Background: an optimization exercise with open tools, aiming at small area and few clock cycles. Do not read the settings as production practice. Only simulation tests tie the RTL to the original design; equivalence was not proved. Power is estimated from default activity; no workload was simulated.

$ cat design/flow/config.mk
export PLATFORM = sky130hd
export DESIGN_NAME = mono_raster
export DESIGN_NICKNAME = mono_raster
export VERILOG_FILES = /design/flow/design.v
export SDC_FILE = /design/flow/constraint.sdc
export NUM_CORES = 4
export LEC_CHECK = 0
export CAP_MARGIN = 20
export CORE_MARGIN = 2
export CORE_UTILIZATION = 40
export SLEW_MARGIN = 20
$ cat design/flow/constraint.sdc
create_clock -name core_clock -period 22.0 [get_ports {clk}]
set_input_delay 4.4000 -clock core_clock [delete_from_list [all_inputs] [get_ports {clk}]]
set_output_delay 4.4000 -clock core_clock [all_outputs]
set_load 0.01 [all_outputs]
$ cat design/flow/design.v
module mr_luma (
    input  [31:0] px,
    output [7:0]  gray
);
    wire        transparent = (px[31:24] == 8'd0);
    wire [7:0]  r = transparent ? 8'd255 : px[23:16];
    wire [7:0]  g = transparent ? 8'd255 : px[15:8];
    wire [7:0]  b = transparent ? 8'd255 : px[7:0];
    wire [23:0] s = r * 24'd19595 + g * 24'd38470 + b * 24'd7472;
    assign gray = s[23:16];
endmodule
module mr_direct (
    input  [31:0] px,
    output        dark
);
    wire        transparent = (px[31:24] == 8'd0);
    wire [7:0]  r = transparent ? 8'd255 : px[23:16];
    wire [7:0]  g = transparent ? 8'd255 : px[15:8];
    wire [7:0]  b = transparent ? 8'd255 : px[7:0];
    wire [17:0] n = r * 18'd299 + g * 18'd587 + b * 18'd114;
    wire [23:0] rgb = {r, g, b};
    reg tie;
    always @(*) begin
        case (rgb)
            24'h72F4C7, 24'h88F683, 24'h94D8FE, 24'h9EF83F,
            24'hA2EE68, 24'hA6E491, 24'hADEF46, 24'hBCE64D,
            24'hC7E72B, 24'hCCBEF1, 24'hD6DE32, 24'hDAD45B,
            24'hE9CB62, 24'hFFCD1E: tie = 1'b1;
            default:                tie = 1'b0;
        endcase
    end
    assign dark = (n < 18'd200000) || ((n == 18'd200000) && tie);
endmodule
module mr_tdiv #(parameter WI = 11, parameter K = 3) (
    input  signed [WI-1:0] a,
    output signed [WI-1:0] q
);
    wire [WI-1:0] mag = a[WI-1] ? -a : a;
    wire [WI-1:0] qm  = mag >> K;
    assign q = a[WI-1] ? -qm : qm;
endmodule
module mono_raster (
    input             clk,
    input             rst,
    input             start,
    input             cfg_dither,
    input      [15:0] cfg_width,
    input      [15:0] cfg_height,
    output            idle,
    output            err,
    input             pix_valid,
    input      [31:0] pix_data,
    output            pix_ready,
    output            out_valid,
    output     [7:0]  out_data,
    output            out_last,
    input             out_ready
);
    localparam MAXW = 384;
    localparam NB   = MAXW / 8;
    localparam FD   = 4;         
    localparam FA   = 2;
    localparam S_IDLE  = 2'd0;
    localparam S_PIX   = 2'd2;
    localparam S_DRAIN = 2'd3;
    reg  [1:0]  state;
    reg         err_r;
    reg         mode_d;
    reg  [8:0]  wm1;         
    reg  [15:0] rows;        
    reg         first_row;
    reg  [2:0]  hdr_cnt;     
    reg  [8:0]  slot;        
    reg  [8:0]  col;         
    reg  [7:0]  acc;
    reg         ov;
    reg  [7:0]  od;
    reg         ol;
    reg  [7:0]         ring [0:MAXW-1];     
    reg  signed [6:0]  right_q38;           
    reg  signed [5:0]  prev_q14;            
    wire out_free = !ov || out_ready;
    wire hdr_done = hdr_cnt[2];
    assign idle      = (state == S_IDLE);
    assign err       = err_r;
    assign out_valid = ov;
    assign out_data  = od;
    assign out_last  = ol;
    wire cfg_bad = (cfg_width == 16'd0) || (cfg_width > MAXW) || (cfg_height == 16'd0);
    wire [8:0] cfg_wm1 = cfg_width[8:0] - 9'd1;
    wire [5:0] bw = wm1[8:3] + 6'd1;
    reg  [7:0] hdr_byte;
    always @(*) begin
        case (hdr_cnt[1:0])
            2'd0: hdr_byte = {2'b00, bw};
            2'd1: hdr_byte = 8'd0;
            2'd2: hdr_byte = rows[7:0];
            default: hdr_byte = rows[15:8];
        endcase
    end
    wire [7:0] in_luma;
    wire       in_dark;
    mr_luma   u_luma   (.px(pix_data), .gray(in_luma));
    mr_direct u_direct (.px(pix_data), .dark(in_dark));
    wire [7:0] in_val = mode_d ? in_luma : {7'd0, in_dark};
    reg  [7:0] fifo [0:FD-1];
    reg  [FA-1:0] f_wp, f_rp;
    reg  [FA:0]   f_cnt;
    wire f_empty = (f_cnt == 0);
    wire [7:0] luma   = fifo[f_rp];
    wire       dark_t = luma[0];
    wire last_col  = (slot == wm1);
    wire last_slot = (slot[2:0] == 3'd7) && (slot[8:3] == wm1[8:3]);
    wire last_row  = (rows == 16'd1);
    wire byte_done = (slot[2:0] == 3'd7) || last_col;
    reg  [7:0] tapv;
    integer t;
    always @(*) begin
        tapv = ring[7];
        for (t = 1; t < NB; t = t + 1)
            if (wm1[8:3] == t) tapv = ring[8*t + 7];
    end
    wire signed [9:0] below = first_row   ? 10'sd0 : {{2{tapv[7]}}, tapv};
    wire signed [9:0] right = (slot == 9'd0) ? 10'sd0 : {{3{right_q38[6]}}, right_q38};
    wire signed [9:0] gval  = $signed({2'b00, luma}) + right + below;
    wire              white = (gval >= 10'sd128);
    wire signed [9:0] qerr  = white ? (gval - 10'sd255) : gval;
    wire signed [9:0] qerr3 = qerr * 10'sd3;
    wire signed [9:0] q38, q14;
    mr_tdiv #(.WI(10), .K(3)) u_q38 (.a(qerr3), .q(q38));
    mr_tdiv #(.WI(10), .K(2)) u_q14 (.a(qerr),  .q(q14));
    wire signed [9:0] next_below = q38 + ((slot == 9'd0) ? 10'sd0 : {{4{prev_q14[5]}}, prev_q14});
    wire       bit_v   = mode_d ? !white : dark_t;
    wire [7:0] acc_new = acc | ({7'd0, bit_v} << (3'd7 - slot[2:0]));
    wire pix_fire = (state == S_PIX) && !f_empty && (slot == col) && (!byte_done || (hdr_done && out_free));
    assign pix_ready = (state == S_PIX) && (f_cnt != FD);
    wire in_fire = pix_valid && pix_ready;
    always @(posedge clk) begin
        if (in_fire)
            fifo[f_wp] <= in_val;
        if (rst || state == S_IDLE) begin
            f_wp  <= 0;
            f_rp  <= 0;
            f_cnt <= 0;
        end else begin
            if (in_fire)
                f_wp <= f_wp + 1'b1;
            if (pix_fire)
                f_rp <= f_rp + 1'b1;
            f_cnt <= f_cnt + in_fire - pix_fire;
        end
    end
    integer k;
    always @(posedge clk) begin
        ring[0] <= pix_fire ? next_below[7:0] : tapv;
        for (k = 1; k < MAXW; k = k + 1)
            ring[k] <= ring[k-1];
        if (pix_fire) begin
            right_q38 <= q38[6:0];
            prev_q14  <= q14[5:0];
        end
    end
    always @(posedge clk) begin
        if (rst) begin
            state     <= S_IDLE;
            err_r     <= 1'b0;
            mode_d    <= 1'b0;
            wm1       <= 9'd0;
            rows      <= 16'd0;
            first_row <= 1'b1;
            hdr_cnt   <= 3'd4;
            slot      <= 9'd0;
            col       <= 9'd0;
            acc       <= 8'd0;
            ov        <= 1'b0;
            od        <= 8'd0;
            ol        <= 1'b0;
        end else begin
            if (out_ready)
                ov <= 1'b0;
            case (state)
                S_IDLE: begin
                    if (start) begin
                        if (cfg_bad) begin
                            err_r <= 1'b1;
                        end else begin
                            err_r     <= 1'b0;
                            mode_d    <= cfg_dither;
                            wm1       <= cfg_wm1;
                            rows      <= cfg_height;
                            first_row <= 1'b1;
                            hdr_cnt   <= 3'd0;
                            slot      <= 9'd0;
                            col       <= 9'd0;
                            acc       <= 8'd0;
                            state     <= S_PIX;
                        end
                    end
                end
                S_PIX: begin
                    if (!(first_row && col == 9'd0 && !pix_fire))
                        slot <= last_slot ? 9'd0 : slot + 9'd1;
                    if (!hdr_done && out_free) begin
                        ov      <= 1'b1;
                        od      <= hdr_byte;
                        ol      <= 1'b0;
                        hdr_cnt <= hdr_cnt + 3'd1;
                    end
                    if (pix_fire) begin
                        if (byte_done) begin
                            ov  <= 1'b1;
                            od  <= acc_new;
                            ol  <= last_col && last_row;
                            acc <= 8'd0;
                        end else begin
                            acc <= acc_new;
                        end
                        if (last_col) begin
                            col       <= 9'd0;
                            rows      <= rows - 16'd1;
                            first_row <= 1'b0;
                            if (last_row)
                                state <= S_DRAIN;
                        end else begin
                            col <= col + 9'd1;
                        end
                    end
                end
                default: begin  
                    if (out_free)
                        state <= S_IDLE;
                end
            endcase
        end
    end
endmodule
$ cat design/flow/run.sh
#!/bin/bash
# synth_recipe.tcl (not shown) runs the flow's synth.tcl, then flattens the netlist and writes it again
# the make line also repeats each setting of config.mk as NAME=value (left out here)
make -C /OpenROAD-flow-scripts/flow DESIGN_CONFIG=/design/flow/config.mk WORK_HOME=/design/flow/orfs CLKGATE_MAP_FILE= SYNTH_SCRIPT=/design/flow/synth_recipe.tcl finish
==> summary.txt <==
Worst setup path:
- Counting both buffers and inverters, the worst setup path holds a total of 6.
- In this run the register-to-register setup slack is 9.10 ns.
- The required time of the critical path is 22.77 ns.
- Data on the critical path arrives at its endpoint at 13.67 ns.
- The cell that appears most often on the critical path is sky130_fd_sc_hd__a21oi_1.
- The dominant delay contributor by cell family on the critical path is compound AO/OA/AOI/OAI gates.
- The delay of the slowest cell on the worst path is 0.57 ns.
- The worst register-to-register path begins at wm1[4].
- The critical path launch point is wm1[4].
- The largest fanout of any net on the critical path is 40.
- STA classifies the critical path endpoint as a flop.
- The startpoint class of the critical path is a flop.
- The setup path with the least slack is of type flop to flop.
- The endpoint identified for the worst register-to-register timing path is ring[0][7].
- The depth of the worst register-to-register path is 54.
- The slowest stage of the critical path is the sky130_fd_sc_hd__xor2_2 cell.

STA:
- Timing would allow up to 77.51 MHz.
- The number of setup violations in the final report is 0.
- For the pin with the worst max-slew slack, the measured transition is 1.045 ns.
- Once routing completed, OpenROAD measured the worst setup slack at 9.099 ns.
- After routing, the total negative slack on setup checks comes to 0 ns.
- The minimum period implied by the final worst setup slack is 12.90 ns.
- The final max-slew violation count is 0.
- The part of the cycle the worst path needs is 0.5864.
- Setup repair after global routing left no endpoint under its margin.
- In this run the tightest slew margin relative to its limit is 0.2942.
- The worst clock skew is 0.06697 ns.
- The final count of hold timing violations is 0.

Floorplan:
- The die span in y is 461.8 µm.
- After floorplanning, the core was divided into 168 placement rows.
- The initial utilization of the core area, before any placement, comes to 0.4012.
- The placeable core area is 208,900 µm².
- The horizontal extent of the die is 461.8 µm.
- The number of top-level pins is 83.
- The area of the die is 213,300 µm².

Synth:
- After synthesis the netlist holds a flip-flop and latch count of 3,195.
- The register area share after synthesis is 0.7683.
- Synthesis handed over a netlist of 5,834 instances.
- During synthesis, Yosys emitted a total of 3 warnings.
- The post-synthesis cell area is 83,830 µm².
- Counting flops with a built-in enable in the synthesized netlist gives 45.
- Ranked by total cell area, the synthesized netlist is headed by sky130_fd_sc_hd__dfxtp_1, sky130_fd_sc_hd__ha_1, sky130_fd_sc_hd__fa_1.
- The synthesized net count is 6,415.
- The fraction of registers with async set or reset after synthesis is 0.
- The post-synthesis cell type with the largest combined area is sky130_fd_sc_hd__dfxtp_1.
- Of the post-synthesis cell area, the dominant cell type holds 0.7522.
- The most common flop cell mapped by yosys is sky130_fd_sc_hd__dfxtp_1.
- The count of cell types in the netlist is 86.
- The average footprint of a synthesized cell is 14.37 µm².

Routing:
- The post-detailed-route wirelength per cell is 17.56 µm.
- The detail-routed via count per cell is 4.458.
- The first detailed-routing pass ran for 5 iterations.
- The routed design has 161,100 µm of wire.
- Once detail routing completed, the nets flagged for antenna violations numbered 0.
- For this run, design rule violations remaining after detail routing come to 0.
- The detailed router finished its first iteration with 2,360 violations.
- Summing over every cut layer, the via total after detailed routing is 40,896.

Clock tree:
- The clock tree from TritonCTS is yes.
- The post-cts repair resize count is 0.
- The clock tree synthesis step divided the H-tree into 5 levels.
- The register clock-pin slew on the reported worst setup and hold paths is 0.06 ns.
- The clock net in this run drives a total of 3,195 sinks.
- In this run the deepest clock path goes through 4 buffers.
- Hold repair after CTS inserted 0 buffers.
- The later pin in the worst-skew pair is clocked with a latency of 0.91 ns.
- The root buffer cell chosen for the clock tree is sky130_fd_sc_hd__clkbuf_16.
- Buffers added to address setup during post-CTS repair amount to 0.
- Buffers inserted during clock tree synthesis total 305.

Power:
- The power density over cell area is 134.9 nW/µm².
- The share of total power dissipated in combinational logic is 0.162.
- The part of the total power dissipated in the clock network is 0.395.
- For this design the static power due to leakage is 40.52 nW.
- The worst voltage drop across the vdd grid is 252.2 µV.
- Of the total power, the share spent switching nets is 0.2474.
- The analysis attributes to net switching a power of 3.284 mW.
- Of the total power, registers draw 0.442.
- Internal power comes to 9.991 mW.

Cells and area:
- At the end of the flow, the number of nets in the layout was 6,735.
- The share of final-layout standard cells stronger than drive strength 1 is 0.09315.
- The post-route non-filler standard cell count is 9,174.
- Leaving out fill and tap cells, the most frequent cells in the layout are sky130_fd_sc_hd__dfxtp_1, sky130_fd_sc_hd__ha_1, sky130_fd_sc_hd__clkbuf_16.
- From synthesis to final layout, the design area changed by 17.37%.
- Summing all non-filler instances in the final layout gives an area of 98,390 µm².
- The fill cell instance count of the final layout is 17,997.
- The library cell used most frequently in the layout, excluding fill and tap cells, is sky130_fd_sc_hd__dfxtp_1.
- The multi-input logic area is 17,940 µm².
- Summing all flip-flop and latch instances after layout gives 64,410 µm².

Global routing:
- The via count of the first global-routing pass is 41,009.
- The number of antenna violations at the first check in global routing is 18.
- For this run, the total global-route usage over all layers was measured as 0.1510.
- The sum of overflow across all layers after global routing is 0.
- The global-route wire length before repair is 244,200 µm.
- The largest net degree at the start of global routing is 56.

Place:
- The number of placed instances, taps included, is 8,651.
- In this run the cell area measured after placement is 88,090 µm².
- The placer's final routability congestion estimate is 0.8803.
- Summed over all nets, the half-perimeter wirelength after detailed placement is 113,500 µm.
- The setup slack after placement is 8.017 ns.
- During placement, the flow inserted port buffers numbering 82.

Outcome:
- The run finished with no timing, DRC or antenna violations.

Hold path:
- Counting instances, the worst hold path has a depth of 0.
- For hold timing, the worst endpoint is ring[47][6].
- The worst hold path class is flop to flop.
- The launch point of the worst hold path is ring[46][6].

Run:
- The tool flagged a number of max-cap violations equal to 0.
## flip-flops by register name, summed over array words and instances (netlist names), named ones only
signal	count
hdr_cnt	3
err_r	1
ring	3072
mode_d	1
col	9
ol	1
f_cnt	3
acc	8
wm1	9
first_row	1
state	2
ov	1
fifo	32
f_rp	2
rows	16
slot	9
f_wp	2
right_q38	7
od	8
prev_q14	6
## power by group through the flow
stage / Sequential (mW) / Clock (mW) / Combinational, mW
floorplan: 5.99 / 0 / 1.63
global placement: 6.00 / 0 / 2.09
detailed placement: 6.00 / 0 / 2.14
CTS: 5.87 / 5.37 / 2.17
global route: 5.87 / 5.61 / 2.44
finish: 5.87 / 5.25 / 2.16
## synth_stat cells, drive strengths merged (11+ instances only)
cell type     n
inv         309
nand2b       25
mux2i        13
nor3b        17
nand3        65
nor3         52
ha          376
o211ai       22
nand2       197
xnor2       115
buf          11
xor2         53
a221oi       23
fa          135
clkbuf       94
dfxtp      3150
o31ai        16
and3         39
a22o         12
a31oi        20
o22ai        45
nor4         21
edfxtp       45
nand4        37
nor2        247
a211oi       31
o21a         16
and2         37
a22oi        37
o21bai       24
o21ai       160
a21o         27
a21oi       157
nor2b        25
or2          31
## kinds of logic (layout without fill, tap and decap cells)
logic type / Yosys count / in the layout / share of synthesized area
multiplexers: 27 / 27 / 0.004507
buffers and inverters: 414 / 946 / 0.01855
other: 0 / 3 / 0
flip-flops: 3195 / 3195 / 0.7683
adder cells (fa/ha/maj): 511 / 511 / 0.08835
AO/OA/AOI/OAI: 684 / 684 / 0.05351
AND/OR/NAND/NOR: 834 / 834 / 0.04845
XOR/XNOR: 169 / 169 / 0.01831
## per-stage QoR
step / hold WS [ns] / utilization / total power [mW]
floorplan: 0.3096 / - / 7.624
global placement: 0.3096 / 0.4215 / 8.093
detailed placement: 0.3121 / 0.4216 / 8.146
CTS: 0.2812 / 0.4708 / 13.41
global route: 0.2959 / 0.4709 / 13.92
finish: 0.2873 / 0.4709 / 13.28
## layout make-up
| cell class | count | area share |
|---|---|---|
| repair buffers | 118 | 0.01104 |
| inverters | 309 | 0.01179 |
| multi-input cells | 2225 | 0.1823 |
| clock buffers | 411 | 0.08959 |
| well taps | 2805 | 0.03567 |
| diodes | 3 | 0.00007630 |
| clock inverters | 108 | 0.01490 |
| flip-flops and latches | 3195 | 0.6546 |
## layer usage
metal,share of wire,wire (µm),up-vias,track usage
li1,-,-,19960,-
met1,0.47,76320,19706,0.2038
met2,0.45,72860,895,0.2400
met3,0.042,6707,331,0.02905
met4,0.032,5175,4,0.05716
met5,0.00017,27,-,0
## how the worst max path moves through the flow
stage / slack [ns] / endpoint / depth (start not counted)
after floorplan: 9.72 / fifo[0][0] / 31
after global placement: 8.11 / fifo[0][0] / 32
after detailed placement: 8.02 / fifo[0][0] / 32
after CTS: 8.99 / fifo[3][7] / 33
after global routing: 8.30 / ring[0][7] / 54
final: 9.10 / ring[0][7] / 54
Testbench counts, summed over its fixed seeds: cycles 267,576.

==> re-timing with driven ports <==
Ports are ideal in the flow. The routed layout listed here was re-timed in OpenROAD. Step 1 assumes that a clkbuf_16 drives the clock port and a buf_2 every other input. Step 2 adds t to the input delays and takes it off the output delays; t is the mean of the earliest and latest rising clock arrival at the registers after step 1. Input paths then give back, and output paths get back, about the clock's delay inside the block. Slacks: no drivers / after step 1 / after step 2; pairs: no drivers / after step 1.
shift t [ns]: 0.955
setup slack, ns: 9.099 / 9.099 / 8.204
hold WS [ns]: 0.287 / 0.287 / 0.287
worst setup path after step 2: input to register
slew at the worst register clock pin (ns): 0.07 / 0.07
After both steps this run still meets setup and hold. For this run, drivers alone change the setup slack by 0.000 ns; drivers and shift together by -0.895 ns.
